This design comes from an exercise in tuning for small area, a short achievable clock period and few clock cycles per item on the open sky130 flow, not from production work.
Function was checked by simulation only, so behaviour that the tests miss may differ from the original.

==> design/flow/design.v <==
module smolbit_mul #(parameter R = 8) (
    input  wire [32:0]  a,
    input  wire [32:0]  x,
    input  wire [R-1:0] d,
    input  wire         cin,
    output wire [32:0]  mac
);
    assign mac = a + x * d + {32'd0, cin};
endmodule
module smolbit_div (
    input  wire [4:0] l,
    input  wire [4:0] v,
    output reg  [3:0] k
);
    always @* begin
        case ({v, l})
        10'd66: k = 4'd1;
        10'd67: k = 4'd1;
        10'd68: k = 4'd2;
        10'd69: k = 4'd2;
        10'd70: k = 4'd3;
        10'd71: k = 4'd3;
        10'd72: k = 4'd4;
        10'd73: k = 4'd4;
        10'd74: k = 4'd5;
        10'd75: k = 4'd5;
        10'd76: k = 4'd6;
        10'd77: k = 4'd6;
        10'd78: k = 4'd7;
        10'd79: k = 4'd7;
        10'd80: k = 4'd8;
        10'd81: k = 4'd8;
        10'd82: k = 4'd9;
        10'd83: k = 4'd9;
        10'd84: k = 4'd10;
        10'd85: k = 4'd10;
        10'd86: k = 4'd11;
        10'd87: k = 4'd11;
        10'd88: k = 4'd12;
        10'd89: k = 4'd12;
        10'd90: k = 4'd13;
        10'd91: k = 4'd13;
        10'd92: k = 4'd14;
        10'd93: k = 4'd14;
        10'd94: k = 4'd15;
        10'd95: k = 4'd15;
        10'd99: k = 4'd1;
        10'd100: k = 4'd1;
        10'd101: k = 4'd1;
        10'd102: k = 4'd2;
        10'd103: k = 4'd2;
        10'd104: k = 4'd2;
        10'd105: k = 4'd3;
        10'd106: k = 4'd3;
        10'd107: k = 4'd3;
        10'd108: k = 4'd4;
        10'd109: k = 4'd4;
        10'd110: k = 4'd4;
        10'd111: k = 4'd5;
        10'd112: k = 4'd5;
        10'd113: k = 4'd5;
        10'd114: k = 4'd6;
        10'd115: k = 4'd6;
        10'd116: k = 4'd6;
        10'd117: k = 4'd7;
        10'd118: k = 4'd7;
        10'd119: k = 4'd7;
        10'd120: k = 4'd8;
        10'd121: k = 4'd8;
        10'd122: k = 4'd8;
        10'd123: k = 4'd9;
        10'd124: k = 4'd9;
        10'd125: k = 4'd9;
        10'd126: k = 4'd10;
        10'd127: k = 4'd10;
        10'd132: k = 4'd1;
        10'd133: k = 4'd1;
        10'd134: k = 4'd1;
        10'd135: k = 4'd1;
        10'd136: k = 4'd2;
        10'd137: k = 4'd2;
        10'd138: k = 4'd2;
        10'd139: k = 4'd2;
        10'd140: k = 4'd3;
        10'd141: k = 4'd3;
        10'd142: k = 4'd3;
        10'd143: k = 4'd3;
        10'd144: k = 4'd4;
        10'd145: k = 4'd4;
        10'd146: k = 4'd4;
        10'd147: k = 4'd4;
        10'd148: k = 4'd5;
        10'd149: k = 4'd5;
        10'd150: k = 4'd5;
        10'd151: k = 4'd5;
        10'd152: k = 4'd6;
        10'd153: k = 4'd6;
        10'd154: k = 4'd6;
        10'd155: k = 4'd6;
        10'd156: k = 4'd7;
        10'd157: k = 4'd7;
        10'd158: k = 4'd7;
        10'd159: k = 4'd7;
        10'd165: k = 4'd1;
        10'd166: k = 4'd1;
        10'd167: k = 4'd1;
        10'd168: k = 4'd1;
        10'd169: k = 4'd1;
        10'd170: k = 4'd2;
        10'd171: k = 4'd2;
        10'd172: k = 4'd2;
        10'd173: k = 4'd2;
        10'd174: k = 4'd2;
        10'd175: k = 4'd3;
        10'd176: k = 4'd3;
        10'd177: k = 4'd3;
        10'd178: k = 4'd3;
        10'd179: k = 4'd3;
        10'd180: k = 4'd4;
        10'd181: k = 4'd4;
        10'd182: k = 4'd4;
        10'd183: k = 4'd4;
        10'd184: k = 4'd4;
        10'd185: k = 4'd5;
        10'd186: k = 4'd5;
        10'd187: k = 4'd5;
        10'd188: k = 4'd5;
        10'd189: k = 4'd5;
        10'd190: k = 4'd6;
        10'd191: k = 4'd6;
        10'd198: k = 4'd1;
        10'd199: k = 4'd1;
        10'd200: k = 4'd1;
        10'd201: k = 4'd1;
        10'd202: k = 4'd1;
        10'd203: k = 4'd1;
        10'd204: k = 4'd2;
        10'd205: k = 4'd2;
        10'd206: k = 4'd2;
        10'd207: k = 4'd2;
        10'd208: k = 4'd2;
        10'd209: k = 4'd2;
        10'd210: k = 4'd3;
        10'd211: k = 4'd3;
        10'd212: k = 4'd3;
        10'd213: k = 4'd3;
        10'd214: k = 4'd3;
        10'd215: k = 4'd3;
        10'd216: k = 4'd4;
        10'd217: k = 4'd4;
        10'd218: k = 4'd4;
        10'd219: k = 4'd4;
        10'd220: k = 4'd4;
        10'd221: k = 4'd4;
        10'd222: k = 4'd5;
        10'd223: k = 4'd5;
        10'd231: k = 4'd1;
        10'd232: k = 4'd1;
        10'd233: k = 4'd1;
        10'd234: k = 4'd1;
        10'd235: k = 4'd1;
        10'd236: k = 4'd1;
        10'd237: k = 4'd1;
        10'd238: k = 4'd2;
        10'd239: k = 4'd2;
        10'd240: k = 4'd2;
        10'd241: k = 4'd2;
        10'd242: k = 4'd2;
        10'd243: k = 4'd2;
        10'd244: k = 4'd2;
        10'd245: k = 4'd3;
        10'd246: k = 4'd3;
        10'd247: k = 4'd3;
        10'd248: k = 4'd3;
        10'd249: k = 4'd3;
        10'd250: k = 4'd3;
        10'd251: k = 4'd3;
        10'd252: k = 4'd4;
        10'd253: k = 4'd4;
        10'd254: k = 4'd4;
        10'd255: k = 4'd4;
        10'd264: k = 4'd1;
        10'd265: k = 4'd1;
        10'd266: k = 4'd1;
        10'd267: k = 4'd1;
        10'd268: k = 4'd1;
        10'd269: k = 4'd1;
        10'd270: k = 4'd1;
        10'd271: k = 4'd1;
        10'd272: k = 4'd2;
        10'd273: k = 4'd2;
        10'd274: k = 4'd2;
        10'd275: k = 4'd2;
        10'd276: k = 4'd2;
        10'd277: k = 4'd2;
        10'd278: k = 4'd2;
        10'd279: k = 4'd2;
        10'd280: k = 4'd3;
        10'd281: k = 4'd3;
        10'd282: k = 4'd3;
        10'd283: k = 4'd3;
        10'd284: k = 4'd3;
        10'd285: k = 4'd3;
        10'd286: k = 4'd3;
        10'd287: k = 4'd3;
        10'd297: k = 4'd1;
        10'd298: k = 4'd1;
        10'd299: k = 4'd1;
        10'd300: k = 4'd1;
        10'd301: k = 4'd1;
        10'd302: k = 4'd1;
        10'd303: k = 4'd1;
        10'd304: k = 4'd1;
        10'd305: k = 4'd1;
        10'd306: k = 4'd2;
        10'd307: k = 4'd2;
        10'd308: k = 4'd2;
        10'd309: k = 4'd2;
        10'd310: k = 4'd2;
        10'd311: k = 4'd2;
        10'd312: k = 4'd2;
        10'd313: k = 4'd2;
        10'd314: k = 4'd2;
        10'd315: k = 4'd3;
        10'd316: k = 4'd3;
        10'd317: k = 4'd3;
        10'd318: k = 4'd3;
        10'd319: k = 4'd3;
        10'd330: k = 4'd1;
        10'd331: k = 4'd1;
        10'd332: k = 4'd1;
        10'd333: k = 4'd1;
        10'd334: k = 4'd1;
        10'd335: k = 4'd1;
        10'd336: k = 4'd1;
        10'd337: k = 4'd1;
        10'd338: k = 4'd1;
        10'd339: k = 4'd1;
        10'd340: k = 4'd2;
        10'd341: k = 4'd2;
        10'd342: k = 4'd2;
        10'd343: k = 4'd2;
        10'd344: k = 4'd2;
        10'd345: k = 4'd2;
        10'd346: k = 4'd2;
        10'd347: k = 4'd2;
        10'd348: k = 4'd2;
        10'd349: k = 4'd2;
        10'd350: k = 4'd3;
        10'd351: k = 4'd3;
        10'd363: k = 4'd1;
        10'd364: k = 4'd1;
        10'd365: k = 4'd1;
        10'd366: k = 4'd1;
        10'd367: k = 4'd1;
        10'd368: k = 4'd1;
        10'd369: k = 4'd1;
        10'd370: k = 4'd1;
        10'd371: k = 4'd1;
        10'd372: k = 4'd1;
        10'd373: k = 4'd1;
        10'd374: k = 4'd2;
        10'd375: k = 4'd2;
        10'd376: k = 4'd2;
        10'd377: k = 4'd2;
        10'd378: k = 4'd2;
        10'd379: k = 4'd2;
        10'd380: k = 4'd2;
        10'd381: k = 4'd2;
        10'd382: k = 4'd2;
        10'd383: k = 4'd2;
        10'd396: k = 4'd1;
        10'd397: k = 4'd1;
        10'd398: k = 4'd1;
        10'd399: k = 4'd1;
        10'd400: k = 4'd1;
        10'd401: k = 4'd1;
        10'd402: k = 4'd1;
        10'd403: k = 4'd1;
        10'd404: k = 4'd1;
        10'd405: k = 4'd1;
        10'd406: k = 4'd1;
        10'd407: k = 4'd1;
        10'd408: k = 4'd2;
        10'd409: k = 4'd2;
        10'd410: k = 4'd2;
        10'd411: k = 4'd2;
        10'd412: k = 4'd2;
        10'd413: k = 4'd2;
        10'd414: k = 4'd2;
        10'd415: k = 4'd2;
        10'd429: k = 4'd1;
        10'd430: k = 4'd1;
        10'd431: k = 4'd1;
        10'd432: k = 4'd1;
        10'd433: k = 4'd1;
        10'd434: k = 4'd1;
        10'd435: k = 4'd1;
        10'd436: k = 4'd1;
        10'd437: k = 4'd1;
        10'd438: k = 4'd1;
        10'd439: k = 4'd1;
        10'd440: k = 4'd1;
        10'd441: k = 4'd1;
        10'd442: k = 4'd2;
        10'd443: k = 4'd2;
        10'd444: k = 4'd2;
        10'd445: k = 4'd2;
        10'd446: k = 4'd2;
        10'd447: k = 4'd2;
        10'd462: k = 4'd1;
        10'd463: k = 4'd1;
        10'd464: k = 4'd1;
        10'd465: k = 4'd1;
        10'd466: k = 4'd1;
        10'd467: k = 4'd1;
        10'd468: k = 4'd1;
        10'd469: k = 4'd1;
        10'd470: k = 4'd1;
        10'd471: k = 4'd1;
        10'd472: k = 4'd1;
        10'd473: k = 4'd1;
        10'd474: k = 4'd1;
        10'd475: k = 4'd1;
        10'd476: k = 4'd2;
        10'd477: k = 4'd2;
        10'd478: k = 4'd2;
        10'd479: k = 4'd2;
        10'd495: k = 4'd1;
        10'd496: k = 4'd1;
        10'd497: k = 4'd1;
        10'd498: k = 4'd1;
        10'd499: k = 4'd1;
        10'd500: k = 4'd1;
        10'd501: k = 4'd1;
        10'd502: k = 4'd1;
        10'd503: k = 4'd1;
        10'd504: k = 4'd1;
        10'd505: k = 4'd1;
        10'd506: k = 4'd1;
        10'd507: k = 4'd1;
        10'd508: k = 4'd1;
        10'd509: k = 4'd1;
        10'd510: k = 4'd2;
        10'd511: k = 4'd2;
        10'd528: k = 4'd1;
        10'd529: k = 4'd1;
        10'd530: k = 4'd1;
        10'd531: k = 4'd1;
        10'd532: k = 4'd1;
        10'd533: k = 4'd1;
        10'd534: k = 4'd1;
        10'd535: k = 4'd1;
        10'd536: k = 4'd1;
        10'd537: k = 4'd1;
        10'd538: k = 4'd1;
        10'd539: k = 4'd1;
        10'd540: k = 4'd1;
        10'd541: k = 4'd1;
        10'd542: k = 4'd1;
        10'd543: k = 4'd1;
        10'd561: k = 4'd1;
        10'd562: k = 4'd1;
        10'd563: k = 4'd1;
        10'd564: k = 4'd1;
        10'd565: k = 4'd1;
        10'd566: k = 4'd1;
        10'd567: k = 4'd1;
        10'd568: k = 4'd1;
        10'd569: k = 4'd1;
        10'd570: k = 4'd1;
        10'd571: k = 4'd1;
        10'd572: k = 4'd1;
        10'd573: k = 4'd1;
        10'd574: k = 4'd1;
        10'd575: k = 4'd1;
        10'd594: k = 4'd1;
        10'd595: k = 4'd1;
        10'd596: k = 4'd1;
        10'd597: k = 4'd1;
        10'd598: k = 4'd1;
        10'd599: k = 4'd1;
        10'd600: k = 4'd1;
        10'd601: k = 4'd1;
        10'd602: k = 4'd1;
        10'd603: k = 4'd1;
        10'd604: k = 4'd1;
        10'd605: k = 4'd1;
        10'd606: k = 4'd1;
        10'd607: k = 4'd1;
        10'd627: k = 4'd1;
        10'd628: k = 4'd1;
        10'd629: k = 4'd1;
        10'd630: k = 4'd1;
        10'd631: k = 4'd1;
        10'd632: k = 4'd1;
        10'd633: k = 4'd1;
        10'd634: k = 4'd1;
        10'd635: k = 4'd1;
        10'd636: k = 4'd1;
        10'd637: k = 4'd1;
        10'd638: k = 4'd1;
        10'd639: k = 4'd1;
        10'd660: k = 4'd1;
        10'd661: k = 4'd1;
        10'd662: k = 4'd1;
        10'd663: k = 4'd1;
        10'd664: k = 4'd1;
        10'd665: k = 4'd1;
        10'd666: k = 4'd1;
        10'd667: k = 4'd1;
        10'd668: k = 4'd1;
        10'd669: k = 4'd1;
        10'd670: k = 4'd1;
        10'd671: k = 4'd1;
        10'd693: k = 4'd1;
        10'd694: k = 4'd1;
        10'd695: k = 4'd1;
        10'd696: k = 4'd1;
        10'd697: k = 4'd1;
        10'd698: k = 4'd1;
        10'd699: k = 4'd1;
        10'd700: k = 4'd1;
        10'd701: k = 4'd1;
        10'd702: k = 4'd1;
        10'd703: k = 4'd1;
        10'd726: k = 4'd1;
        10'd727: k = 4'd1;
        10'd728: k = 4'd1;
        10'd729: k = 4'd1;
        10'd730: k = 4'd1;
        10'd731: k = 4'd1;
        10'd732: k = 4'd1;
        10'd733: k = 4'd1;
        10'd734: k = 4'd1;
        10'd735: k = 4'd1;
        10'd759: k = 4'd1;
        10'd760: k = 4'd1;
        10'd761: k = 4'd1;
        10'd762: k = 4'd1;
        10'd763: k = 4'd1;
        10'd764: k = 4'd1;
        10'd765: k = 4'd1;
        10'd766: k = 4'd1;
        10'd767: k = 4'd1;
        10'd792: k = 4'd1;
        10'd793: k = 4'd1;
        10'd794: k = 4'd1;
        10'd795: k = 4'd1;
        10'd796: k = 4'd1;
        10'd797: k = 4'd1;
        10'd798: k = 4'd1;
        10'd799: k = 4'd1;
        10'd825: k = 4'd1;
        10'd826: k = 4'd1;
        10'd827: k = 4'd1;
        10'd828: k = 4'd1;
        10'd829: k = 4'd1;
        10'd830: k = 4'd1;
        10'd831: k = 4'd1;
        10'd858: k = 4'd1;
        10'd859: k = 4'd1;
        10'd860: k = 4'd1;
        10'd861: k = 4'd1;
        10'd862: k = 4'd1;
        10'd863: k = 4'd1;
        10'd891: k = 4'd1;
        10'd892: k = 4'd1;
        10'd893: k = 4'd1;
        10'd894: k = 4'd1;
        10'd895: k = 4'd1;
        10'd924: k = 4'd1;
        10'd925: k = 4'd1;
        10'd926: k = 4'd1;
        10'd927: k = 4'd1;
        10'd957: k = 4'd1;
        10'd958: k = 4'd1;
        10'd959: k = 4'd1;
        10'd990: k = 4'd1;
        10'd991: k = 4'd1;
        10'd1023: k = 4'd1;
        default: k = 4'd0;
        endcase
    end
endmodule
module smolbit_log2 (
    input  wire [31:0] w,
    output reg  [4:0]  l
);
    integer i;
    always @* begin
        l = 5'd0;
        for (i = 0; i < 32; i = i + 1)
            if (w[i]) l = i[4:0];
    end
endmodule
module smolbit_arith (
    input  wire        clk,
    input  wire        rst,
    input  wire        in_valid,
    output wire        in_ready,
    input  wire [2:0]  in_mode,
    input  wire [31:0] in_a,
    input  wire [31:0] in_b,
    output reg         out_valid,
    output wire [31:0] out_result
);
    localparam integer R  = 8;           
    localparam integer ND = 32 / R;      
    localparam integer DW = 2;           
    localparam integer SM = R - 1;       
    localparam [2:0] M_ADD = 3'd0, M_SUB = 3'd1, M_MUL = 3'd2, M_DIV = 3'd3,
                     M_MOV = 3'd4, M_LDI = 3'd5, M_POW = 3'd6, M_ROOT = 3'd7;
    localparam [2:0] S_IDLE  = 3'd0,
                     S_FAST  = 3'd1,   
                     S_MUL   = 3'd2,   
                     S_DALN  = 3'd3,   
                     S_DSUB  = 3'd4,   
                     S_RSET  = 3'd6,   
                     S_RMUL  = 3'd7;   
    reg [2:0]    st;
    reg [31:0]   u, v, acc;
    reg [32:0]   x;
    reg [R-1:0]  dq;          
    reg          cin;         
    reg          afirst;      
    reg          useu;        
    reg          msel;        
    reg          ispow;
    reg          ph;          
    reg [1:0]    nb;          
    reg [2:0]    e;           
    reg [4:0]    deg;         
    reg [4:0]    la;          
    reg [5:0]    sd;          
    reg [DW-1:0] di;          
    reg [4:0]    cnt;         
    reg [3:0]    j;           
    reg          s32;         
    reg          cpl;         
    reg          rfirst, spec, pchk, big, ovl, pc;
    wire         ovf;         
    assign out_result = acc;
    reg         ainv;
    wire [32:0] addend = (useu ? {s32, u} : (afirst ? 33'd0 : {1'b0, acc})) ^ {33{ainv}};
    wire [32:0] mac;
    smolbit_mul #(.R(R)) u_mac (.a(addend), .x(x), .d(dq), .cin(cin), .mac(mac));
    wire [15:0] ohj  = 16'd1 << j;
    wire [15:0] cand = v[15:0] | ohj;                        
    wire [31:0] mpl  = (st == S_RMUL) ? {16'd0, cand} : (msel ? u : v);
    wire [DW-1:0] lastd = (mpl[31:24] != 8'd0) ? 2'd3 : (mpl[23:16] != 8'd0) ? 2'd2 :
                          (mpl[15:8]  != 8'd0) ? 2'd1 : 2'd0;
    wire         sq    = ispow & msel;                       
    wire         last  = sq ? (di == {1'b0, lastd != 2'd0}) : (di == lastd);
    wire [DW-1:0] din  = last ? 2'd0 : di + 2'd1;
    wire [R-1:0] dnext = mpl[din*R +: R];
    wire        agtu = acc > u;
    wire [3:0]  k0;
    smolbit_div u_k (.l(la), .v(deg), .k(k0));
    wire        ok    = ~ovf & ~agtu;                        
    wire        rsf   = (st == S_RSET) &  rfirst;            
    wire        rsl   = (st == S_RSET) & ~rfirst;            
    wire        rchk  = (st == S_RMUL) & (di == 0);
    wire        fix   = rchk & spec & ok;                    
    wire        abt   = rchk & pchk & ~ok;                   
    wire        lastm = (st == S_RMUL) & ~fix & ~abt & last & (cnt == 5'd1);
    wire [15:0] rn    = (rsf ? 16'd0 : v[15:0]) | (rsf ? (16'd1 << k0) : 16'd0) |
                        (fix ? (ohj << 1) : 16'd0) | ((rsl & ok) ? ohj : 16'd0);
    wire [3:0]  jn    = rsf ? k0 - 4'd1 : (fix ? j : j - 4'd1);
    wire [15:0] candn = rn | (16'd1 << jn);
    wire        rdone = rsf ? (la < deg) : (rsl | (abt & (j == 4'd0)));
    wire        rnext = (rsf & ~rdone) | fix | ((abt | lastm) & (j != 4'd0));
    wire [4:0]  lx;
    smolbit_log2 u_lx (.w(x[31:0]), .l(lx));
    wire [5:0]  lsum   = {1'b0, lx} + {2'b00, k0};
    wire        big_n  = (di == 0) ? (lsum == 6'd31) : big;
    wire        ovl_n  = (di == 0) ? lsum[5] : ovl;
    wire        pc_n   = (di == 0) ? mac[32] : (mac[32] ^ pc);
    assign      ovf    = ovl | (big & pc);
    function automatic [2:0] dsh(input [5:0] s);
        dsh = (s > SM) ? SM[2:0] : s[2:0];
    endfunction
    wire        cpln = ~(cpl ^ s32);          
    wire        qbit = cpln ^ ~mac[32];       
    wire [5:0]  sdn  = sd - {3'd0, dsh(sd)};
    reg fin;
    always @* begin
        case (st)
        S_FAST:  fin = 1'b1;
        S_MUL:   fin = last & (~ispow | ((ph | ~e[2]) & (nb == 2'd1)));
        S_DSUB:  fin = (cnt == 5'd0);
        S_RSET, S_RMUL: fin = rdone;
        default: fin = 1'b0;
        endcase
    end
    assign in_ready = (st == S_IDLE) | fin;
    wire accept = in_valid & in_ready;
    wire swap = (in_b[31:16] != 16'd0) & (in_a[31:16] == 16'd0);
    wire [4:0] la_in, lb_in;
    smolbit_log2 u_la (.w(in_a), .l(la_in));
    smolbit_log2 u_lb (.w(in_b), .l(lb_in));
    wire [5:0] sd_in = {1'b0, la_in} - {1'b0, lb_in};
    wire b_zero = (in_b == 32'd0);
    wire b_one  = (in_b == 32'd1);
    wire b_ge16 = (in_b[31:4] != 28'd0);
    wire b_ge32 = (in_b[31:5] != 27'd0);
    wire a_zero = (in_a == 32'd0);
    localparam [2:0] X_LD = 3'd1, X_SHL = 3'd2, X_SQ2 = 3'd3, X_SHR = 3'd4, X_CAND = 3'd5;
    localparam [1:0] A_MAC = 2'd0, A_ZERO = 2'd1, A_Q = 2'd2, A_RN = 2'd3;
    reg [2:0]   xs;           
    reg         xin, xa, xsq; 
    reg         u_en, uin;    
    reg         v_en;         
    reg         acc_en;
    reg [1:0]   as;
    reg [2:0]   st_n;
    reg [R-1:0] dq_n;
    reg         afirst_n, useu_n, cin_n, msel_n, xnb;
    always @* begin
        st_n = st;
        xs = 3'd0; xin = 1'b0; xa = 1'b0; xsq = 1'b0;
        u_en = 1'b0; uin = 1'b0; v_en = 1'b0; acc_en = 1'b0; as = A_MAC;
        dq_n = dnext;
        afirst_n = afirst; useu_n = useu; cin_n = cin; msel_n = msel; xnb = 1'b0;
        case (st)
        S_FAST: begin
            acc_en = 1'b1;
        end
        S_MUL: begin
            acc_en   = 1'b1;
            afirst_n = 1'b0;
            if (!last) begin
                xs = sq ? X_SQ2 : X_SHL;
            end else if (ispow) begin
                afirst_n = 1'b1;
                xs = X_LD;
                u_en = 1'b1;
                if (!ph && e[2]) begin
                    msel_n = 1'b0; dq_n = v[R-1:0];
                end else begin
                    msel_n = 1'b1; dq_n = mac[R-1:0]; xsq = 1'b1;
                end
            end
        end
        S_DALN: begin
            acc_en = 1'b1; as = A_ZERO;
            xs = X_LD;
            dq_n = {{(R-1){1'b0}}, 1'b1} << dsh(sdn);
            if (sdn == 6'd0) begin
                st_n = S_DSUB; useu_n = 1'b1; afirst_n = 1'b0;
            end
        end
        S_DSUB: begin
            u_en = 1'b1;
            acc_en = 1'b1; as = A_Q;
            xs = X_SHR;
            dq_n = 1;
        end
        S_RSET, S_RMUL: begin
            acc_en = (st == S_RMUL) | rdone;
            as     = rdone ? A_RN : A_MAC;
            afirst_n = 1'b0;
            if (rnext) begin
                v_en = 1'b1;
                xs = X_CAND;
                afirst_n = 1'b1;
                dq_n = candn[R-1:0];
                st_n = S_RMUL;
            end else if (st == S_RMUL) begin
                if (last) begin
                    xs = X_LD;
                    afirst_n = 1'b1;
                    if (cnt == 5'd1) st_n = S_RSET;      
                end else begin
                    xs = X_SHL;
                end
            end
        end
        default: ;
        endcase
        if (fin) st_n = S_IDLE;
        if (accept) begin
            u_en = 1'b1; uin = 1'b1;
            xs = X_LD; xin = 1'b1; xa = 1'b0; xsq = 1'b0;
            afirst_n = 1'b1; useu_n = 1'b0; cin_n = 1'b0; msel_n = 1'b0;
            dq_n = 1;
            st_n = S_FAST;
            case (in_mode)
            M_ADD: useu_n = 1'b1;
            M_SUB: begin useu_n = 1'b1; cin_n = 1'b1; xnb = 1'b1; end
            M_MUL: begin
                st_n = S_MUL;
                xa = ~swap;
                v_en = 1'b1;
                msel_n = swap;
                dq_n = swap ? in_a[R-1:0] : in_b[R-1:0];
            end
            M_DIV: begin
                if (b_zero)        dq_n = 0;
                else if (sd_in[5]) dq_n = 0;             
                else begin
                    st_n = S_DALN;
                    dq_n = {{(R-1){1'b0}}, 1'b1} << dsh(sd_in);
                end
            end
            M_POW: begin
                if (b_ge16)      dq_n = 0;
                else if (b_zero) begin dq_n = 0; cin_n = 1'b1; end
                else if (b_one)  begin dq_n = 0; useu_n = 1'b1; end
                else begin
                    st_n = S_MUL;
                    xa = 1'b1; xsq = 1'b1;
                    v_en = 1'b1;
                    msel_n = 1'b1;
                    dq_n = in_a[R-1:0];
                end
            end
            M_ROOT: begin
                if (b_zero || a_zero) dq_n = 0;
                else if (b_one)  begin dq_n = 0; useu_n = 1'b1; end
                else if (b_ge32) begin dq_n = 0; cin_n = 1'b1; end
                else begin
                    st_n = S_RSET;
                    v_en = 1'b1;
                end
            end
            default: ;    
            endcase
        end
    end
    wire [31:0] xsrc = xin ? (xa ? in_a : (in_b ^ {32{xnb}})) : mac[31:0];
    wire [32:0] xld  = xsq ? {xsrc[31:8], 1'b0, xsrc[7:0]} : {1'b0, xsrc};
    reg  [32:0] x_n;
    always @* begin
        case (xs)
        X_SHL:   x_n = {x[32-R:0], {R{1'b0}}};
        X_SQ2:   x_n = {x[24:17], 1'b0, x[16:9], 16'd0};
        X_SHR:   x_n = {1'b0, x[32:1]};
        X_CAND:  x_n = {17'd0, candn};
        default: x_n = xld;
        endcase
    end
    wire        vroot0 = accept & (in_mode == M_ROOT);
    wire [31:0] v_n = accept ? ((in_mode == M_POW) ? in_a : (vroot0 ? 32'd0 : in_b))
                             : {16'd0, rn};
    reg [31:0] acc_n;
    always @* begin
        case (as)
        A_ZERO:  acc_n = 32'd0;
        A_Q:     acc_n = {acc[30:0], qbit};
        A_RN:    acc_n = {16'd0, rn};
        default: acc_n = mac[31:0];
        endcase
    end
    always @(posedge clk) begin
        if (u_en)       u   <= uin ? in_a : mac[31:0];
        if (v_en)       v   <= v_n;
        if (xs != 3'd0) x   <= x_n;
        if (acc_en)     acc <= acc_n;
        dq     <= dq_n;
        afirst <= afirst_n;
        useu   <= useu_n;
        cin    <= cin_n;
        ainv   <= ~rst & (st_n == S_DSUB) & ~(st == S_DSUB ? mac[32] : 1'b0);
        msel   <= msel_n;
        if (rst) begin
            st        <= S_IDLE;
            out_valid <= 1'b0;
        end else begin
            st        <= st_n;
            out_valid <= fin;
        end
        case (st)
        S_MUL: if (last && ispow) begin
            di <= 0;
            if (!ph && e[2]) ph <= 1'b1;
            else begin ph <= 1'b0; e <= {e[1:0], 1'b0}; nb <= nb - 2'd1; end
        end else di <= di + 1'b1;
        S_DALN: begin
            sd  <= sdn;
            cnt <= cnt + {2'b00, dsh(sd)};
        end
        S_DSUB: begin
            s32 <= mac[32];
            cpl <= cpln;
            cnt <= cnt - 5'd1;
        end
        S_RSET, S_RMUL: begin
            rfirst <= 1'b0;
            big <= big_n;
            ovl <= ovl_n;
            pc  <= pc_n;
            if (rnext) begin
                j    <= jn;
                cnt  <= deg - 5'd1;
                di   <= 0;
                pchk <= 1'b0;
                spec <= lastm;                
            end else if (st == S_RMUL) begin
                spec <= 1'b0;
                if (last) begin
                    di   <= 0;
                    pchk <= 1'b1;
                    cnt  <= cnt - 5'd1;
                end else begin
                    di <= di + 1'b1;
                end
            end
        end
        default: ;
        endcase
        if (accept) begin
            di  <= 0;
            ph  <= 1'b0;
            cnt <= 5'd0;
            s32 <= 1'b0;
            cpl <= 1'b0;
            sd  <= sd_in;
            la  <= la_in;
            deg <= in_b[4:0];
            rfirst <= 1'b1;
            spec   <= 1'b0;
            pchk   <= 1'b0;
            ispow <= (in_mode == M_POW);
            if (in_b[3]) begin
                nb <= 2'd3; e <= in_b[2:0];
            end else if (in_b[2]) begin
                nb <= 2'd2; e <= {in_b[1:0], 1'b0};
            end else begin
                nb <= 2'd1; e <= {in_b[0], 2'b00};
            end
        end
    end
endmodule
==> design/flow/run.sh <==
#!/bin/bash
# synth_recipe.tcl (not shown) runs the flow's synth.tcl, then flattens the netlist and writes it again
# the make line also repeats each setting of config.mk as NAME=value (left out here)
make -C /OpenROAD-flow-scripts/flow DESIGN_CONFIG=/design/flow/config.mk WORK_HOME=/design/flow/orfs CLKGATE_MAP_FILE= SYNTH_SCRIPT=/design/flow/synth_recipe.tcl finish
==> design/flow/config.mk <==
export PLATFORM = sky130hd
export DESIGN_NAME = smolbit_arith
export DESIGN_NICKNAME = smolbit_arith
export VERILOG_FILES = /design/flow/design.v
export SDC_FILE = /design/flow/constraint.sdc
export NUM_CORES = 4
export LEC_CHECK = 0
export CAP_MARGIN = 20
export CORE_MARGIN = 2
export CORE_UTILIZATION = 40
export SETUP_SLACK_MARGIN = 2.0
export SLEW_MARGIN = 20
==> design/flow/constraint.sdc <==
create_clock -name core_clock -period 8.0 [get_ports {clk}]
set_input_delay 1.6000 -clock core_clock [delete_from_list [all_inputs] [get_ports {clk}]]
set_output_delay 1.6000 -clock core_clock [all_outputs]
set_load 0.01 [all_outputs]
==> flow_metrics.py, run 1 <==
metrics = {
    "run_status": {
        "status": "no timing/DRC/antenna violations",
    },
    "placement": {
        "place_congestion": 1.012,
        "port_buffers": 103,
        "dp_slack_ns": 0.7842,
        "post-dp-hpwl_um": 77610,
    },
    "setup_path": {
        "crit-reg2reg-launch": "x[6]$_DFFE_PP_",
        "reg2reg_depth": 21,
        "required_ns": 8.20,
        "startpoint_type": "flop",
        "reg2reg_to": "acc[0]$_DFFE_PP_",
        "path_class": "reg2reg",
        "worstPathArrival_ns": 6.46,
        "cp-end-kind": "flop",
        "crit_fanout": 13,
        "rrSetupSlack_ns": 1.74,
    },
    "logic_synthesis": {
        "ys_ff_latch": 192,
        "synth_fp_nets": 3265,
        "async_reset_ff_share_pct": 0,
        "netlist_area_um2": 23800,
        "synth_edf_count": 161,
        "synth_ff_type": "edfxtp_1",
        "syn_area_per_cell_um2": 8.225,
        "yosysSeqAreaShare_pct": 22.93,
        "netlist_instances": 2893,
        "synthDistinctLibCells": 84,
        "yosysWarnings": 3,
    },
    "clocking": {
        "root_buffer": "clkbuf_16",
        "cts.path.max_buffers": 2,
        "clock_sinks": 192,
        "h-tree-depth": 4,
        "cts_buffers": 17,
        "clk_pin_slew_ns": 0.09,
        "cts.hold.buffers_added": 0,
        "worstSkewPairLatency_ns": 0.48,
        "cts_tree": "done",
    },
    "grt": {
        "grt-ovfl-total": 0,
        "grt_use_total_pct": 32.93,
        "grt_pass1_vias": 22810,
        "grt_max_degree": 126,
        "grt_pass1_wl_um": 149900,
        "antenna_found_initial": 3,
    },
    "final_layout": {
        "fillers": 5722,
        "multi_input_area_um2": 17550,
        "final_common_cell": "nand2_1",
        "mostFrequentLayoutCells": "nand2_1 (378), inv_1 (266), nor2_1 (213)",
        "drive_gt1_share_pct": 12.08,
        "areaGrowthSynthToFinish_pct": 17.16,
        "final_net_count": 3330,
        "regArea_um2": 5463,
    },
    "route": {
        "vias": 23600,
        "viasPerCell": 6.302,
        "antenna_left": 0,
        "wire_per_inst_um": 27.28,
        "routed_wl_um": 102200,
        "drt-initial-drc-count": 2746,
        "remaining_drc_errors": 0,
        "dr.pass1.iters": 7,
    },
    "min_path": {
        "min_path_type": "reg2reg",
        "min-delay-start": "pchk$_SDFFE_PP0P_",
        "hold_depth": 2,
        "min_to": "pchk$_SDFFE_PP0P_",
    },
    "sta": {
        "clock.fmax_mhz": 159.6,
        "relSlewSlack_pct": 24.37,
        "worst_slew_pin_slew_ns": 1.126,
        "hold_violations": 0,
        "finalCritPeriodShare_pct": 78.31,
        "rsz0062_at_grt": "true",
        "finClkSkew_ns": 0.01924,
        "tns_ns": 0,
        "worst_slack_ns": 1.735,
        "setup_violations": 0,
        "slew_violations": 0,
        "fin_crit_ns": 6.265,
    },
    "die": {
        "die_area_um2": 61450,
        "fp.coreArea_um2": 58910,
        "ios": 104,
        "num_rows": 89,
        "die_h_um": 247.9,
        "die_w_um": 247.9,
        "start_util_pct": 40.39,
    },
    "job": {
        "maxCapViolations": 0,
    },
}
## area by class of cell
type | instances | area share, %
Multi-Input combinational cell | 2229 | 62.94
Antenna cell | 1 | 0.008976
Clock buffer | 17 | 1.526
Tap cell | 773 | 3.469
Clock inverter | 15 | 0.7091
Inverter | 285 | 3.864
Sequential cell | 192 | 19.59
Timing Repair Buffer | 233 | 7.885
## how the worst max path moves through the flow
stage                  startpoint  slack, ns  cells after the start          endpoint
6_report           x[6]$_DFFE_PP_       1.74                     21  acc[0]$_DFFE_PP_
5_1_grt        useu$_SDFFCE_PN1P_       1.52                     25  acc[0]$_DFFE_PP_
4_1_cts        useu$_SDFFCE_PN1P_       1.77                     25  acc[0]$_DFFE_PP_
3_5_place_dp   useu$_SDFFCE_PN1P_       0.78                     24   x[29]$_DFFE_PP_
3_3_place_gp   useu$_SDFFCE_PN1P_       0.90                     24   x[29]$_DFFE_PP_
2_1_floorplan  useu$_SDFFCE_PN1P_       1.93                     25  acc[0]$_DFFE_PP_
## metrics by stage
step | instance area, um^2 | hold slack [ns] | instances | utilization [%]
final | 27880 | 0.5290 | 3745 | 47.33
after global routing | 27880 | 0.5402 | 3744 | 47.32
after CTS | 27060 | 0.5278 | 3705 | 45.93
after detailed placement | 25540 | 0.5107 | 3635 | 43.36
after global placement | 25540 | 0.4905 | 3635 | 43.36
after floorplan | 23840 | 0.4546 | 2893 | -
## critical path, stage by stage, from the launching register on
cell,delay [ns]
edfxtp_1,0.73
and2_1,0.32
fa_1,0.47
inv_1,0.05
fa_1,0.52
fa_1,0.55
inv_1,0.05
fa_1,0.52
ha_4,0.21
a21o_1,0.16
a21o_1,0.20
a22oi_2,0.28
a31oi_2,0.15
o41a_1,0.45
o41ai_4,0.23
buf_6,0.17
o21ai_4,0.08
a21bo_2,0.22
a21oi_4,0.20
xnor2_4,0.18
xnor2_1,0.15
o22ai_1,0.09
## state kept, by name, summed over array words and instances (netlist names), 2 cells and up
register,count
sd,6
v,32
dq,8
deg,5
nb,2
k0,4
u,32
di,2
la,5
cnt,5
j,4
x,33
acc,32
e,3
st,3
## logic make-up after synthesis
kind of cell             Yosys count  share of synthesized area (%)
multiplexers                      56                          2.513
buffers and inverters            473                          7.661
AND/OR/NAND/NOR                  972                          18.78
flip-flops                       192                          22.93
XOR/XNOR                         129                          4.748
AO/OA/AOI/OAI                    763                          21.02
adder cells (fa/ha/maj)          308                          22.35
## synthesized netlist by cell type, drive strengths merged (34+ instances only)
cell | instances | area share, %
nand2 | 389 | 6.1
inv | 282 | 4.4
nor2 | 219 | 3.5
a21oi | 205 | 4.3
fa | 197 | 17
o21ai | 165 | 3.5
edfxtp | 161 | 20
clkbuf | 148 | 2.3
ha | 105 | 5.5
and2 | 103 | 2.7
xnor2 | 81 | 3.0
nor3 | 68 | 1.4
a22oi | 67 | 2.1
nand3 | 49 | 1.1
xor2 | 48 | 1.8
buf | 40 | 0.83
mux2i | 38 | 1.6
a211oi | 34 | 1.1
## per-layer routing
layer	track usage [%]	routed length, um	vias to the layer above
li1	-	-	10230
met1	45.97	42120	11670
met2	49.16	44270	1451
met3	7.018	10940	252
met4	14.04	4806	6
met5	0	39	-
## repair_timing
action,CTS,global route
setup buffers,38,37
cloned,0,2
endpoints found under the setup margin,78,95
resized for setup,132,123
pin swaps,75,95
Testbench counts, summed over its fixed seeds: cycles 13,349, ops 3,200.
==> run 2, diff against run 1 <==
--- a/design/flow/config.mk
+++ b/design/flow/config.mk
@@ -7,6 +7,6 @@
 export LEC_CHECK = 0
 export CAP_MARGIN = 20
 export CORE_MARGIN = 2
-export CORE_UTILIZATION = 40
+export CORE_UTILIZATION = 60
 export SETUP_SLACK_MARGIN = 2.0
 export SLEW_MARGIN = 20
==> flow_metrics.py, run 2 <==
metrics = {
    "grt": {
        "grt_pass1_wl_um": 145700,
        "grt_max_degree": 173,
        "grt-ovfl-total": 0,
        "grt_pass1_vias": 23990,
        "antenna_found_initial": 6,
        "grt_use_total_pct": 46.82,
    },
    "logic_synthesis": {
        "syn_area_per_cell_um2": 8.225,
        "synth_top_family_by_area": "adder cells",
        "yosysSeqAreaShare_pct": 22.93,
        "yosysWarnings": 3,
        "synth_fp_nets": 3265,
        "synthDistinctLibCells": 84,
        "synthTopCellsByArea": "edfxtp_1 (20%), fa_1 (17%), nand2_1 (6.1%), ha_1 (5.5%), inv_1 (4.4%)",
        "ys_ff_latch": 192,
        "async_reset_ff_share_pct": 0,
        "synthMuxAreaShare_pct": 2.513,
        "netlist_area_um2": 23800,
        "synth_compound_gate_area_share_pct": 21.02,
        "synth_top_area_share_pct": 20.32,
        "yosysTopAreaCell": "edfxtp_1",
        "synth_xor_area_share_pct": 4.748,
        "synth_most_common_cell": "nand2_1",
        "synth_edf_count": 161,
        "synth_common_cells": "nand2_1 (389), inv_1 (280), nor2_1 (219), a21oi_1 (203), fa_1 (197)",
        "synth-simple-area-share_pct": 18.78,
        "synth_adder_area_share_pct": 22.35,
        "synth_ff_type": "edfxtp_1",
        "netlist_instances": 2893,
    },
    "setup_path": {
        "rrSetupSlack_ns": 1.33,
        "crit_fanout": 7,
        "cp-end-kind": "flop",
        "worstPathArrival_ns": 6.88,
        "required_ns": 8.21,
        "startpoint_type": "flop",
        "path_class": "reg2reg",
    },
    "clocking": {
        "clock_sinks": 192,
        "cts.path.max_buffers": 2,
        "h-tree-depth": 4,
        "clk_pin_slew_ns": 0.08,
        "cts_tree": "done",
        "cts.hold.buffers_added": 0,
        "worstSkewPairLatency_ns": 0.47,
        "cts_buffers": 17,
        "root_buffer": "clkbuf_16",
    },
    "placement": {
        "port_buffers": 103,
        "post-dp-hpwl_um": 71280,
        "placed_area_um2": 25170,
        "place_congestion": 1.053,
        "dp_cells": 3372,
    },
    "route": {
        "routed_wl_um": 99930,
        "viasPerCell": 7.131,
        "vias": 24930,
        "dr.pass1.iters": 11,
        "remaining_drc_errors": 0,
        "drt-initial-drc-count": 4101,
        "antenna_left": 0,
        "wire_per_inst_um": 28.58,
    },
    "sta": {
        "setup_violations": 0,
        "relSlewSlack_pct": 20.84,
        "fin_crit_ns": 6.670,
        "finClkSkew_ns": 0.01304,
        "hold_violations": 0,
        "finalCritPeriodShare_pct": 83.37,
        "slew_violations": 0,
        "worst_slew_pin_slew_ns": 1.185,
        "rsz0062_at_grt": "true",
        "tns_ns": 0,
        "clock.fmax_mhz": 149.9,
    },
    "die": {
        "ios": 104,
        "fp.coreArea_um2": 38920,
        "num_rows": 72,
        "die_w_um": 203.1,
        "die_h_um": 203.1,
        "start_util_pct": 61.14,
        "die_area_um2": 41270,
    },
    "run_status": {
        "status": "no timing/DRC/antenna violations",
    },
    "final_layout": {
        "final_net_count": 3336,
        "largest_reg_flops": 33,
        "final_common_cell": "nand2_1",
        "drive_gt1_share_pct": 11.69,
        "fin_area_um2": 27490,
        "areaGrowthSynthToFinish_pct": 15.51,
        "layout.cells.non_filler": 3496,
        "mostFrequentLayoutCells": "nand2_1 (377), inv_1 (275), nor2_1 (214)",
        "regMostFlops": "x",
    },
    "min_path": {
        "min_path_type": "reg2reg",
    },
    "job": {
        "maxCapViolations": 0,
    },
}
-- run 2: cell counts after synthesis --
Identical to the previous run, type by type.
-- run 2: repair_timing --
| item | in CTS | in global routing |
|---|---|---|
| endpoints found under the hold margin | 0 | 0 |
| gates resized for setup | 146 | 87 |
| cloned | 1 | 0 |
| buffers inserted | 67 | 21 |
| pin swaps | 82 | 61 |
| endpoints found under the setup margin | 54 | 51 |
-- run 2: worst max-delay path, stage by stage, from the launching register on --
cell and delay, ns:
edfxtp_1 0.49, nor2_4 0.27, buf_6 0.16, buf_12 0.10, buf_8 0.11, a22oi_1 0.09
xor2_1 0.19, fa_1 0.60, inv_1 0.09, fa_1 0.54, inv_1 0.07, fa_1 0.57
inv_1 0.07, fa_1 0.49, ha_4 0.30, nand2_2 0.10, a2111oi_4 0.60, o31ai_4 0.13
buf_4 0.17, nor4_4 0.27, nor3_2 0.08, buf_4 0.16, xnor2_4 0.15, nand2_2 0.09
o21ai_2 0.10, a222oi_1 0.29, o21ai_1 0.12
-- run 2: layout make-up --
type | instances | area (um^2)
Timing Repair Buffer | 240 | 2245
Multi-Input combinational cell | 2228 | 17470
Clock buffer | 18 | 439.2
Clock inverter | 14 | 146.4
Tap cell | 518 | 648.1
Fill cell | 2921 | 11430
Inverter | 285 | 1076
Sequential cell | 192 | 5460
Antenna cell | 1 | 2.502
-- run 2: logic make-up after synthesis --
group                      after synthesis
AOI/OAI and AO/OA                      763
xor gates and xnor gates               129
adders and majority gates              308
buffers and inverters                  473
DFF                                    192
muxes                                   56
and+or+nand+nor                        972
-- run 2: metrics by stage --
| stage | utilization [%] | hold slack [ns] | setup slack (ns) |
|---|---|---|---|
| after floorplan | - | 0.4546 | 1.932 |
| after global placement | 64.68 | 0.4918 | 0.9829 |
| after detailed placement | 64.68 | 0.5074 | 0.8527 |
| after CTS | 69.35 | 0.5184 | 1.712 |
| after global routing | 70.62 | 0.5444 | 1.212 |
| final | 70.62 | 0.5318 | 1.330 |
-- run 2: final timing paths --
kind         cells past startpoint                to               start
min                              2  s32$_SDFFE_PP0P_    s32$_SDFFE_PP0P_
max                             26   x[28]$_DFFE_PP_  useu$_SDFFCE_PN1P_
max reg2reg                     26   x[28]$_DFFE_PP_  useu$_SDFFCE_PN1P_
min reg2reg                      2  s32$_SDFFE_PP0P_    s32$_SDFFE_PP0P_
-- run 2: per-layer routing --
metal | vias up | GRT usage, % | share of wire, %
met1 | 11810 | 60.57 | 34
met3 | 609 | 10.48 | 15
met2 | 2282 | 72.52 | 43
li1 | 10220 | - | -
met4 | 4 | 27.35 | 8.1
met5 | - | 0 | 0.042
==> run 3, diff against run 2 <==
--- a/design/flow/config.mk
+++ b/design/flow/config.mk
@@ -7,6 +7,6 @@
 export LEC_CHECK = 0
 export CAP_MARGIN = 20
 export CORE_MARGIN = 2
-export CORE_UTILIZATION = 60
-export SETUP_SLACK_MARGIN = 2.0
+export CORE_UTILIZATION = 40
+export SETUP_SLACK_MARGIN = 2.5
 export SLEW_MARGIN = 20
==> flow_metrics.py, run 3 <==
metrics = {
    "run_status": {
        "status": "no timing/DRC/antenna violations",
    },
    "logic_synthesis": {
        "async_reset_ff_share_pct": 0,
        "synth_most_common_cell": "nand2_1",
        "synth_fp_nets": 3265,
        "synth_common_cells": "nand2_1 (389), inv_1 (280), nor2_1 (219), a21oi_1 (203), fa_1 (197)",
        "synthTopCellsByArea": "edfxtp_1 (20%), fa_1 (17%), nand2_1 (6.1%), ha_1 (5.5%), inv_1 (4.4%)",
        "syn_area_per_cell_um2": 8.225,
        "netlist_instances": 2893,
        "yosysTopAreaCell": "edfxtp_1",
        "synth_ff_type": "edfxtp_1",
        "synth_edf_count": 161,
        "synth_top_area_share_pct": 20.32,
        "yosysSeqAreaShare_pct": 22.93,
        "netlist_area_um2": 23800,
        "synthDistinctLibCells": 84,
        "ys_ff_latch": 192,
        "yosysWarnings": 3,
    },
    "final_layout": {
        "final_net_count": 3378,
        "areaGrowthSynthToFinish_pct": 21.41,
        "diodes": 0,
        "final_common_cell": "nand2_1",
        "regMostFlops": "x",
        "layout.cells.non_filler": 3792,
        "drive_gt1_share_pct": 16.00,
        "fin_area_um2": 28890,
        "mostFrequentLayoutCells": "nand2_1 (373), inv_1 (264), nor2_1 (210)",
        "largest_reg_flops": 33,
    },
    "die": {
        "die_w_um": 247.9,
        "num_rows": 89,
        "ios": 104,
        "fp.coreArea_um2": 58910,
        "die_h_um": 247.9,
        "die_area_um2": 61450,
        "start_util_pct": 40.39,
    },
    "route": {
        "remaining_drc_errors": 0,
        "antenna_left": 0,
        "vias": 23930,
        "viasPerCell": 6.309,
        "drt-initial-drc-count": 3029,
        "routed_wl_um": 104300,
        "wire_per_inst_um": 27.52,
        "dr.pass1.iters": 7,
    },
    "sta": {
        "finClkSkew_ns": 0.01054,
        "fin_crit_ns": 6.339,
        "hold_violations": 0,
        "slew_violations": 0,
        "finalCritPeriodShare_pct": 79.23,
        "tns_ns": 0,
        "relSlewSlack_pct": 23.95,
        "clock.fmax_mhz": 157.8,
        "worst_slew_pin_slew_ns": 1.137,
        "rsz0062_at_grt": "true",
        "whs_ns": 0.5290,
        "setup_violations": 0,
    },
    "grt": {
        "grt_max_degree": 87,
        "grt_pass1_vias": 23080,
        "grt-ovfl-total": 0,
        "antenna_found_initial": 3,
        "grt_pass1_wl_um": 152700,
        "grt_use_total_pct": 33.67,
    },
    "setup_path": {
        "crit_top_cell": "fa_1",
        "crit_fanout": 17,
        "worstPathArrival_ns": 6.57,
        "cp_cell_sequence": "nand2_1 > fa_1 > fa_1 > fa_1 > inv_2 > fa_2 > ha_4 > a21o_1 > a21o_1 > a22oi_2 > a31oi_4 > o41a_1 > o41ai_4 > buf_6 > or3_4 > a31oi_4 > xor2_1 > buf_4 > and2_4 > a221o_1",
        "rrSetupSlack_ns": 1.66,
        "cp-end-kind": "flop",
        "cp_slowest_stage_delay_ns": 1.00,
        "reg2reg_to": "x[31]$_DFFE_PP_",
        "path_class": "reg2reg",
        "required_ns": 8.23,
        "reg2reg_depth": 20,
        "startpoint_type": "flop",
        "cpMaxStageDelayCell": "dfxtp_1",
        "crit-reg2reg-launch": "dq[7]$_DFF_P_",
    },
    "job": {
        "maxCapViolations": 0,
    },
    "clocking": {
        "worstSkewPairLatency_ns": 0.48,
        "h-tree-depth": 4,
        "cts_buffers": 17,
        "cts_tree": "done",
        "root_buffer": "clkbuf_16",
        "clock_sinks": 192,
        "clk_pin_slew_ns": 0.08,
        "cts.path.max_buffers": 2,
        "cts.hold.buffers_added": 0,
    },
    "placement": {
        "place_congestion": 1.012,
        "post-dp-hpwl_um": 76950,
        "port_buffers": 103,
        "dp_cells": 3631,
        "placed_area_um2": 25550,
    },
    "min_path": {
        "min_to": "pchk$_SDFFE_PP0P_",
        "min-delay-start": "pchk$_SDFFE_PP0P_",
        "min_path_type": "reg2reg",
        "hold_depth": 2,
    },
}
==> run 3: kinds of logic (layout without fill, tap and decap cells) <==
group,count (synthesis),count (layout),share of synthesized area [%]
flops,192,192,22.93
buf+inv,473,598,7.661
xor+xnor,129,129,4.748
mux,56,56,2.513
fa+ha+maj,308,308,22.35
compound gates,763,763,21.02
simple gates,972,973,18.78
==> run 3: critical path: cells and delay by family, from the launching register on <==
family / cells / cell delay, ns
compound gates: 8 / 1.82
xor+xnor: 1 / 0.16
flops: 1 / 1.00
simple gates: 3 / 0.44
fa+ha+maj: 5 / 2.27
buf+inv: 3 / 0.37
==> run 3: through the flow <==
stage | setup slack (ns) | utilization (%)
CTS | 1.730 | 47.41
global route | 1.471 | 49.04
global placement | 0.9808 | 43.38
detailed placement | 0.9044 | 43.38
finish | 1.661 | 49.04
floorplan | 2.079 | -
==> run 3: final cells by class <==
class                   count  area (um^2)
flip-flops and latches    192         5463
inverters                 285         1082
fillers                  5567        30020
clock buffers              18        429.2
repair buffers            281         2718
clock inverters            14        148.9
well taps                 773        967.2
multi-input cells        2229        18080
==> run 3: worst max path at each step <==
stage,startpoint,to,slack [ns],cells after the start
detailed placement,useu$_SDFFCE_PN1P_,x[29]$_DFFE_PP_,0.90,23
CTS,useu$_SDFFCE_PN1P_,acc[0]$_DFFE_PP_,1.73,25
floorplan,useu$_SDFFCE_PN1P_,acc[0]$_DFFE_PP_,2.08,25
finish,dq[7]$_DFF_P_,x[31]$_DFFE_PP_,1.66,20
global route,useu$_SDFFCE_PN1P_,x[31]$_DFFE_PP_,1.47,25
global placement,useu$_SDFFCE_PN1P_,x[29]$_DFFE_PP_,0.98,23
==> run 3: layer usage <==
metal | part of all wire [%] | global-route usage [%]
met5 | 0.012 | 0
met4 | 4.7 | 14.44
met3 | 11 | 7.288
met2 | 44 | 51.16
met1 | 41 | 46.14
==> run 3: what timing repair did <==
| action | in CTS | in global routing |
|---|---|---|
| pin swaps | 113 | 124 |
| gates resized for setup | 240 | 150 |
| setup endpoints to repair | 143 | 98 |
| buffers inserted | 72 | 52 |
| cloned | 5 | 0 |
==> run 4, diff against run 3 <==
--- a/design/flow/design.v
+++ b/design/flow/design.v
@@ -542,7 +542,8 @@
     wire         ovf;         
     assign out_result = acc;
     reg         ainv;
-    wire [32:0] addend = (useu ? {s32, u} : (afirst ? 33'd0 : {1'b0, acc})) ^ {33{ainv}};
+    reg         sacc;         
+    wire [32:0] addend = (({s32, u} & {33{useu}}) | ({1'b0, acc} & {33{sacc}})) ^ {33{ainv}};
     wire [32:0] mac;
     smolbit_mul #(.R(R)) u_mac (.a(addend), .x(x), .d(dq), .cin(cin), .mac(mac));
     wire [15:0] ohj  = 16'd1 << j;
@@ -760,6 +761,7 @@
         dq     <= dq_n;
         afirst <= afirst_n;
         useu   <= useu_n;
+        sacc   <= ~useu_n & ~afirst_n;
         cin    <= cin_n;
         ainv   <= ~rst & (st_n == S_DSUB) & ~(st == S_DSUB ? mac[32] : 1'b0);
         msel   <= msel_n;
==> flow_metrics.py, run 4 <==
metrics = {
    "placement": {
        "port_buffers": 103,
        "post-dp-hpwl_um": 75060,
        "dp_cells": 3604,
        "place_congestion": 1.014,
    },
    "setup_path": {
        "reg2reg_depth": 24,
        "reg2reg_to": "acc[0]$_DFFE_PP_",
        "required_ns": 8.23,
        "startpoint_type": "flop",
        "worstPathArrival_ns": 6.21,
        "path_class": "reg2reg",
        "cp-end-kind": "flop",
        "crit_fanout": 7,
        "rrSetupSlack_ns": 2.02,
        "crit-reg2reg-launch": "useu$_DFF_P_",
    },
    "logic_synthesis": {
        "synth_fp_nets": 3259,
        "synth_most_common_cell": "nand2_1",
        "synthDistinctLibCells": 99,
        "yosysSeqAreaShare_pct": 22.84,
        "synthTopCellsByArea": "edfxtp_1 (20%), fa_1 (16%), nand2_1 (6.0%), ha_1 (5.5%), a21oi_1 (4.7%)",
        "synth_edf_count": 160,
        "ys_ff_latch": 193,
        "yosysTopAreaCell": "edfxtp_1",
        "synth_common_cells": "nand2_1 (381), inv_1 (277), a21oi_1 (224), nor2_1 (204), fa_1 (197)",
        "syn_area_per_cell_um2": 8.289,
        "netlist_instances": 2887,
        "async_reset_ff_share_pct": 0,
        "synth_ff_type": "edfxtp_1",
        "synth_top_area_share_pct": 20.08,
        "yosysWarnings": 3,
        "netlist_area_um2": 23930,
    },
    "route": {
        "dr.pass1.iters": 22,
        "antenna_left": 0,
        "viasPerCell": 6.303,
        "drt-initial-drc-count": 3309,
        "wl_met1_um": 40490,
        "top_layer": "met4",
        "vias": 23890,
        "routed_wl_um": 102200,
        "wire_per_inst_um": 26.95,
        "wl_met2_um": 44910,
        "remaining_drc_errors": 0,
        "wl_met3_um": 12070,
    },
    "grt": {
        "grt_max_degree": 164,
        "grt_pass1_wl_um": 148700,
        "grt_use_total_pct": 32.00,
        "antenna_found_initial": 3,
        "grt-ovfl-total": 0,
        "grt_pass1_vias": 23020,
    },
    "run_status": {
        "status": "no timing/DRC/antenna violations",
    },
    "clocking": {
        "clock_sinks": 193,
        "root_buffer": "clkbuf_16",
        "cts_tree": "done",
        "worstSkewPairLatency_ns": 0.49,
        "cts_buffers": 17,
        "h-tree-depth": 4,
        "cts.path.max_buffers": 2,
        "clk_pin_slew_ns": 0.09,
    },
    "sta": {
        "setup_violations": 0,
        "worst_slew_pin_slew_ns": 1.160,
        "hold_violations": 0,
        "tns_ns": 0,
        "rsz0062_at_grt": "true",
        "finClkSkew_ns": 0.02158,
        "relSlewSlack_pct": 22.40,
        "clock.fmax_mhz": 167.3,
        "fin_crit_ns": 5.977,
        "finalCritPeriodShare_pct": 74.72,
        "slew_violations": 0,
    },
    "die": {
        "fp.coreArea_um2": 59130,
        "ios": 104,
        "num_rows": 89,
        "die_area_um2": 61800,
        "die_w_um": 248.6,
        "start_util_pct": 40.47,
        "die_h_um": 248.6,
    },
    "final_layout": {
        "layout.cells.non_filler": 3791,
        "final_net_count": 3375,
        "areaGrowthSynthToFinish_pct": 20.25,
        "largest_reg_flops": 33,
        "fillers": 5646,
        "regMostFlops": "x",
        "final_common_cell": "nand2_1",
        "mostFrequentLayoutCells": "nand2_1 (369), inv_1 (265), a21oi_1 (197)",
        "drive_gt1_share_pct": 16.55,
    },
    "min_path": {
        "min-delay-start": "rfirst$_SDFFE_PP1N_",
        "min_path_type": "reg2reg",
        "min_to": "rfirst$_SDFFE_PP1N_",
        "hold_depth": 2,
    },
    "job": {
        "maxCapViolations": 0,
    },
}
-- run 4: through the flow --
stage,utilization [%],setup WS (ns),hold WS (ns),instance area (um^2)
after global placement,43.04,1.034,0.4755,25450
after global routing,48.67,1.915,0.5113,28780
after CTS,46.53,2.002,0.4943,27510
final,48.67,2.023,0.4858,28780
after detailed placement,43.04,0.9765,0.4830,25450
after floorplan,-,2.385,0.4497,24080
-- run 4: critical path, stage by stage, from the launching register on --
cell and delay [ns]:
dfxtp_4 0.41, buf_4 0.16, a22oi_2 0.20, xor2_2 0.11
fa_1 0.49, inv_1 0.06, fa_1 0.49, inv_1 0.05
fa_1 0.53, inv_1 0.05, fa_1 0.57, ha_4 0.24
a21o_1 0.19, a21o_1 0.16, a21oi_2 0.18, o31ai_4 0.12
a311oi_2 0.41, o21ai_1 0.15, o311ai_2 0.12, o21ai_2 0.13
and3_4 0.21, o41ai_4 0.25, xnor2_2 0.21, xnor2_1 0.17
o21ai_1 0.07
-- run 4: kinds of logic after synthesis --
logic type | share of synthesized area [%]
compound gates | 21.22
xor+xnor | 4.318
fa+ha+maj | 22.02
buf+inv | 8.046
flops | 22.84
mux | 1.987
simple gates | 19.57
-- run 4: worst max-delay path by stage --
stage,from,cells after the start,endpoint,slack [ns]
2_1_floorplan,sacc$_DFF_P_,25,acc[0]$_DFFE_PP_,2.38
3_3_place_gp,in_b[3],26,dq[2]$_DFF_P_,1.03
3_5_place_dp,in_b[3],26,dq[2]$_DFF_P_,0.98
4_1_cts,u[10]$_DFFE_PP_,24,acc[0]$_DFFE_PP_,2.00
5_1_grt,x[6]$_DFFE_PP_,23,acc[30]$_DFFE_PP_,1.92
6_report,useu$_DFF_P_,24,acc[0]$_DFFE_PP_,2.02
-- run 4: timing repair --
item	CTS	global route
pin swaps	83	127
setup buffers	99	52
gates resized for setup	188	192
hold buffers	0	0
cloned	1	1
setup endpoints to repair	128	106
-- run 4: layout make-up --
type / instances / area, um^2 / share of cell area (%)
clock buffers: 19 / 432.9 / 1.504
diodes: 2 / 5.005 / 0.01739
inverters: 282 / 1074 / 3.730
multi-input cells: 2220 / 17980 / 62.48
flip-flops and latches: 193 / 5495 / 19.09
repair buffers: 289 / 2714 / 9.430
clock inverters: 13 / 111.4 / 0.3869
well taps: 773 / 967.2 / 3.361
-- run 4: layer usage --
metal / up-vias / GRT usage [%]
li1: 10340 / -
met1: 11820 / 43.89
met2: 1500 / 48.82
met3: 238 / 6.972
met4: 0 / 13.42
met5: - / 0
Testbench counts of run 4, summed over its fixed seeds: cycles 13,349, ops 3,200.
==> run 5, diff against run 4 <==
--- a/design/flow/config.mk
+++ b/design/flow/config.mk
@@ -8,5 +8,5 @@
 export CAP_MARGIN = 20
 export CORE_MARGIN = 2
 export CORE_UTILIZATION = 40
-export SETUP_SLACK_MARGIN = 2.5
+export SETUP_SLACK_MARGIN = 2.0
 export SLEW_MARGIN = 20
==> flow_metrics.py, run 5 <==
metrics = {
    "run_status": {
        "status": "no timing/DRC/antenna violations",
    },
    "route": {
        "viasPerCell": 6.276,
        "drt-initial-drc-count": 2953,
        "remaining_drc_errors": 0,
        "antenna_left": 0,
        "wire_per_inst_um": 26.75,
        "vias": 23580,
        "routed_wl_um": 100500,
        "dr.pass1.iters": 20,
    },
    "grt": {
        "grt_use_total_pct": 31.52,
        "use_met3_pct": 6.207,
        "antenna_found_initial": 3,
        "grt_pass1_vias": 22390,
        "grt_max_degree": 164,
        "top_usage_layer": "met2",
        "met2_usage_pct": 48.96,
        "grt-ovfl-total": 0,
        "use_met1_pct": 43.21,
        "grt_pass1_wl_um": 146900,
    },
    "logic_synthesis": {
        "netlist_area_um2": 23930,
        "netlist_instances": 2887,
        "synth_ff_type": "edfxtp_1",
        "synth_top_area_share_pct": 20.08,
        "synth_edf_count": 160,
        "synth_common_cells": "nand2_1 (381), inv_1 (277), a21oi_1 (224), nor2_1 (204), fa_1 (197)",
        "synth_fp_nets": 3259,
        "async_reset_ff_share_pct": 0,
        "syn_area_per_cell_um2": 8.289,
        "synth_most_common_cell": "nand2_1",
        "synthDistinctLibCells": 99,
        "synthTopCellsByArea": "edfxtp_1 (20%), fa_1 (16%), nand2_1 (6.0%), ha_1 (5.5%), a21oi_1 (4.7%)",
        "yosysTopAreaCell": "edfxtp_1",
        "yosysSeqAreaShare_pct": 22.84,
        "yosysWarnings": 3,
        "ys_ff_latch": 193,
    },
    "setup_path": {
        "cp_slowest_stage_delay_ns": 0.77,
        "cp-end-kind": "flop",
        "crit_top_cell": "fa_1",
        "critPathBufInv": 3,
        "critPathTopFamily": "adder cells",
        "cpMaxStageDelayCell": "edfxtp_1",
        "path_class": "reg2reg",
        "crit_fanout": 13,
        "required_ns": 8.32,
        "startpoint_type": "flop",
        "worstPathArrival_ns": 6.30,
        "cp_cell_sequence": "nand2_1 > fa_1 > inv_1 > fa_1 > inv_1 > fa_1 > inv_1 > fa_1 > ha_2 > o21a_1 > o21a_1 > nand3_1 > a21oi_2 > a21oi_2 > xnor2_1 > nand2_1 > o21ai_0 > a21oi_1 > o211ai_1",
    },
    "placement": {
        "place_congestion": 1.024,
        "post-dp-hpwl_um": 76940,
        "dp_cells": 3619,
        "port_buffers": 103,
    },
    "final_layout": {
        "final_net_count": 3343,
        "mostFrequentLayoutCells": "nand2_1 (377), inv_1 (267), a21oi_1 (206)",
        "regMostFlops": "x",
        "drive_gt1_share_pct": 13.17,
        "largest_reg_flops": 33,
        "layout.cells.non_filler": 3757,
        "fillers": 5705,
        "final_common_cell": "nand2_1",
        "diodes": 0,
        "areaGrowthSynthToFinish_pct": 16.74,
    },
    "sta": {
        "hold_violations": 0,
        "worst_slew_pin_slew_ns": 1.104,
        "rsz0062_at_grt": "true",
        "setup_violations": 0,
        "clock.fmax_mhz": 167.4,
        "fin_crit_ns": 5.975,
        "tns_ns": 0,
        "relSlewSlack_pct": 24.50,
        "finClkSkew_ns": 0.01163,
        "finalCritPeriodShare_pct": 74.69,
        "slew_violations": 0,
    },
    "die": {
        "die_area_um2": 61800,
        "num_rows": 89,
        "die_w_um": 248.6,
        "ios": 104,
        "die_h_um": 248.6,
        "start_util_pct": 40.47,
        "fp.coreArea_um2": 59130,
    },
    "clocking": {
        "h-tree-depth": 4,
        "clock_sinks": 193,
        "clk_pin_slew_ns": 0.08,
        "root_buffer": "clkbuf_16",
        "cts.path.max_buffers": 2,
        "worstSkewPairLatency_ns": 0.49,
        "cts_tree": "done",
        "cts_buffers": 17,
        "cts.hold.buffers_added": 0,
    },
    "min_path": {
        "min_path_type": "reg2reg",
    },
    "job": {
        "maxCapViolations": 0,
    },
}
[run 5: cell counts after synthesis]
Identical to the previous run, type by type.
[run 5: timing repair]
action	in CTS	in global routing
pin swaps	12	115
endpoints found under the setup margin	90	51
buffers inserted	27	77
cloned	0	2
resized for setup	70	175
[run 5: per-stage QoR]
step	worst slack [ns]	util [%]	cell area, um^2	hold slack [ns]
2_1_floorplan	2.004	-	23960	0.4497
3_3_place_gp	1.195	43.11	25490	0.4764
3_5_place_dp	1.212	43.12	25500	0.4863
4_1_cts	1.983	44.94	26580	0.4977
5_1_grt	1.830	47.25	27940	0.5340
6_report	2.025	47.25	27940	0.4953
[run 5: final cells by class]
class,instances,area (um^2),share of cell area (%)
Timing Repair Buffer,257,2376,8.505
Inverter,282,1064,3.807
Clock buffer,18,429.2,1.536
Sequential cell,193,5495,19.67
Clock inverter,14,147.6,0.5285
Multi-Input combinational cell,2220,17460,62.49
Tap cell,773,967.2,3.462
[run 5: worst reg2reg max path, cell delays in order (launching register included)]
cell and delay (ns):
edfxtp_1 0.77, nand2_1 0.16, fa_1 0.50, inv_1 0.05, fa_1 0.50, inv_1 0.05, fa_1 0.53, inv_1 0.05
fa_1 0.48, ha_2 0.42, o21a_1 0.15, o21a_1 0.20, nand3_1 0.15, a21oi_2 0.23, a21oi_2 0.10, xnor2_1 0.67
nand2_1 0.21, o21ai_0 0.29, a21oi_1 0.18, o211ai_1 0.12
[run 5: cells by family after synthesis]
family / after synthesis / share of synthesized area [%]
AND/OR/NAND/NOR: 994 / 19.57
multiplexers: 42 / 1.987
buffers and inverters: 475 / 8.046
AO/OA/AOI/OAI: 762 / 21.22
adder cells (fa/ha/maj): 303 / 22.02
XOR/XNOR: 118 / 4.318
flip-flops: 193 / 22.84
[run 5: final timing paths]
path	start	to	slack (ns)	cells past startpoint
worst max register to register	x[14]$_DFFE_PP_	x[21]$_DFFE_PP_	2.02	19
worst max-delay path	x[14]$_DFFE_PP_	x[21]$_DFFE_PP_	2.02	19
worst min register to register	rfirst$_SDFFE_PP1N_	rfirst$_SDFFE_PP1N_	0.50	2
worst min-delay path	rfirst$_SDFFE_PP1N_	rfirst$_SDFFE_PP1N_	0.50	2
[run 5: layer usage]
layer,wire length (um),share of wire [%]
met5,15,0.015
met1,41390,41
met4,4234,4.2
met2,44730,45
met3,10130,10

==> separate check: timing with driven ports <==
How much do the figures lean on ideal ports? The routed layouts below were timed once more, with nothing changed but the port constraints. Step 1 (the two cells are an assumption about what drives the block):
set clk [get_ports {clk}]
set_driving_cell -lib_cell sky130_fd_sc_hd__clkbuf_16 $clk
set_driving_cell -lib_cell sky130_fd_sc_hd__buf_2 [delete_from_list [all_inputs] $clk]
Step 2 times the ports against the registers' clock, not the clock port: input delays grow and output delays shrink by t, the midpoint of the rising clock arrivals with the driver on. a / b / c = no drivers / after step 1 / after step 2; a / b = the first two.
run	shift t [ns]	setup slack, ns	worst setup path at the end	latest minus earliest clock arrival (ns)	worst register clock-pin slew, ns
run 1	0.532	1.735 / 1.735 / 1.607	input to register	0.020 / 0.019	0.09 / 0.09
run 2	0.518	1.330 / 1.330 / 1.330	register to register	0.013 / 0.013	0.08 / 0.08
run 3	0.536	1.661 / 1.661 / 1.661	register to register	0.010 / 0.011	0.08 / 0.08
run 4	0.538	2.023 / 2.023 / 2.023	register to register	0.022 / 0.021	0.09 / 0.09
run 5	0.543	2.025 / 2.025 / 1.650	input to register	0.012 / 0.012	0.08 / 0.08
After both steps setup and hold are still met in every run listed. For run 5, which loses most, drivers alone change the setup slack by 0.000 ns; drivers and shift together by -0.375 ns.
